From an optimization exercise on the open Yosys and OpenROAD flow, aimed at small area, a short achievable clock period and few clock cycles per item; shortcuts taken in it are not production practice.
Only simulation tests tie the RTL to the original design; equivalence was not proved.
Power figures rest on the tool's default switching activity, not on a simulated workload.

// rtp_depkt
module rtp_depkt (
  input  wire        clk,
  input  wire        rst,
  input  wire        in_valid,
  input  wire [7:0]  in_data,
  input  wire        in_last,
  output wire        in_ready,
  input  wire [11:0] sps_w,
  input  wire [11:0] sps_h,
  output reg         fo_valid,
  output reg  [7:0]  fo_data,
  output reg         fo_last,
  output reg         st_valid,
  output reg  [1:0]  st_hdr,
  output reg  [2:0]  st_kind,
  output reg  [3:0]  st_action,
  output reg         st_marker,
  output reg  [15:0] st_seq,
  output reg  [6:0]  st_payload_len,
  output reg         st_seq_exp_valid,
  output reg  [15:0] st_seq_expected,
  output reg         st_seq_anomaly,
  output reg         st_res_change,
  output reg         st_au_abandoned,
  output reg  [7:0]  st_attempted_len,
  output wire        st_re_state,
  output wire [11:0] st_width,
  output wire [11:0] st_height,
  output wire [31:0] st_anomaly_count
);
For scale: roughly 1,800 flip-flops, ~170 I/O pins.
Settings: LEC_CHECK=0, CAP_MARGIN=20, CORE_MARGIN=2, CORE_UTILIZATION=55, CTS_CLUSTER_DIAMETER=60, CTS_CLUSTER_SIZE=20, PLACE_DENSITY=0.72, SLEW_MARGIN=20; clock period 10.0 ns.
standard.sh (not shown) runs the stock make flow with config.mk's settings and CLKGATE_MAP_FILE= SYNTH_SCRIPT=/design/flow/synth_recipe.tcl, a recipe that flattens the netlist after the stock synthesis.
==> flow/flow/run.sh <==
#!/bin/bash
set -euo pipefail
bash standard.sh SETUP_SLACK_MARGIN=6.5 finish > standard_flow.log 2>&1
The first run ran to the end with no violations.
Testbench counts at the start, summed over its fixed seeds: cycles 76,713, datagrams 2,400.
Next try:
Settings changed: CTS_BUF_LIST from default to sky130_fd_sc_hd__clkbuf_4 sky130_fd_sc_hd__clkbuf_8 sky130_fd_sc_hd__clkbuf_16, CTS_CLUSTER_DIAMETER 60 to default, CTS_CLUSTER_SIZE 20 to default.
Result: Global-route usage grows by 0.49 points. Clock skew came out lower by 18 ps. Flip-flop and latch count is unchanged. Worst hold slack hardly moves.
Next try:
==> flow/flow/run.sh (replaced) <==
#!/bin/bash
set -euo pipefail
bash standard.sh SETUP_SLACK_MARGIN=7 finish > standard_flow.log 2>&1
Settings changed: CTS_BUF_LIST sky130_fd_sc_hd__clkbuf_4 sky130_fd_sc_hd__clkbuf_8 sky130_fd_sc_hd__clkbuf_16 to default.
After rerunning: Hold slack barely changes; routed wire length went up by 10%; critical path depth does not change; core utilization went up by 2.8 points.
Next try:
==> flow/flow/run.sh (replaced) <==
#!/bin/bash
set -euo pipefail
bash standard.sh SETUP_SLACK_MARGIN=6.5 finish > standard_flow.log 2>&1
Settings changed: CTS_CLUSTER_DIAMETER from default to 80, CTS_CLUSTER_SIZE from default to 30.
=> Routed wire length goes down by 13%. Cell area goes down by 8.1%. Die area does not change. Cell count goes down by 6.0%. Setup slack is better by 71 ps. Register-to-register slack is worse by 140 ps. Hold slack is worse by 13 ps. Critical path depth goes up by 7.
Next try:
Settings changed: CORE_UTILIZATION 55 to 65, CTS_CLUSTER_DIAMETER 80 to default, CTS_CLUSTER_SIZE 30 to default, PLACE_DENSITY 0.72 to 0.8.
=>
- The changed run went through all stages and came out clean
- cell area goes up by 3.1%
- cell count fell by 1.8%
- worst setup slack is worse by 40 ps
- clock skew fell by 34 ps
- wire length climbs by 11%

========
## main
rtp_depkt, a different RTL version from the one above (not shown whole).
For scale: ~1800 flip-flops, roughly 170 I/O pins, roughly 74000 um^2 of cells after synthesis.
clock: 10.0 ns
lec_check: 0
cap_margin: 20
core_margin: 2
core_utilization: 40
place_density: 0.6
slew_margin: 20
==> flow/flow/run.sh <==
#!/bin/bash
set -euo pipefail
bash standard.sh SETUP_SLACK_MARGIN=7 finish > standard_flow.log 2>&1
main went all the way through the flow, and no timing, DRC or antenna check failed.
Testbench counts of main, summed over its fixed seeds: cycles 76,713, datagrams 2,400.
[inputs] the feature branch vs main
==> flow/flow/run.sh <==
#!/bin/bash
set -euo pipefail
bash standard.sh SETUP_SLACK_MARGIN=6.5 finish > standard_flow.log 2>&1
Number of fillers in the final layout was higher in the run labelled the feature branch.
From main to the feature branch the numbers moved as follows: static power due to leakage now smaller; wire length of the first global-routing pass now smaller; register share of the cell area now larger; total power consumption of the routed design now smaller.
Start point of the critical path: sps_len[1] -> the feature branch, pps_len[1] -> main

-- separate check: timing with driven ports --
Ports are ideal in the flow. The routed layouts listed here were re-timed in OpenROAD.
Step 1 assumes that a clkbuf_16 drives the clock port and a buf_2 every other input.
Step 2, shift: input delay + t, output delay - t, t = (earliest + latest rising clock arrival at the registers) / 2. This alone moves slack from input paths to output paths.
a / b / c = ideal / step 1 / step 2; a / b = the first two.
run | t, ns | slack for setup (ns) | worst setup path after step 2 | latest minus earliest clock arrival (ns)
the first run of note 1 | 0.838 | 6.530 / 6.454 / 5.883 | input to register | 0.062 / 0.062
the second run of note 1 | 0.868 | 6.525 / 6.453 / 5.778 | input to register | 0.032 / 0.032
the third run of note 1 | 0.889 | 6.459 / 6.375 / 6.241 | input to register | 0.055 / 0.055
the fourth run of note 1 | 0.762 | 6.529 / 6.458 / 5.900 | input to register | 0.068 / 0.067
the fifth run of note 1 | 0.847 | 6.489 / 6.418 / 5.824 | input to register | 0.035 / 0.035
main | 0.889 | 6.365 / 6.341 / 6.188 | input to register | 0.045 / 0.045
the feature branch | 0.892 | 6.277 / 6.277 / 5.872 | input to register | 0.055 / 0.056
After both steps every run listed still meets setup and hold. The setup slack of the second run of note 1, which loses most, moves by -0.072 ns with the drivers and by -0.747 ns with both steps.
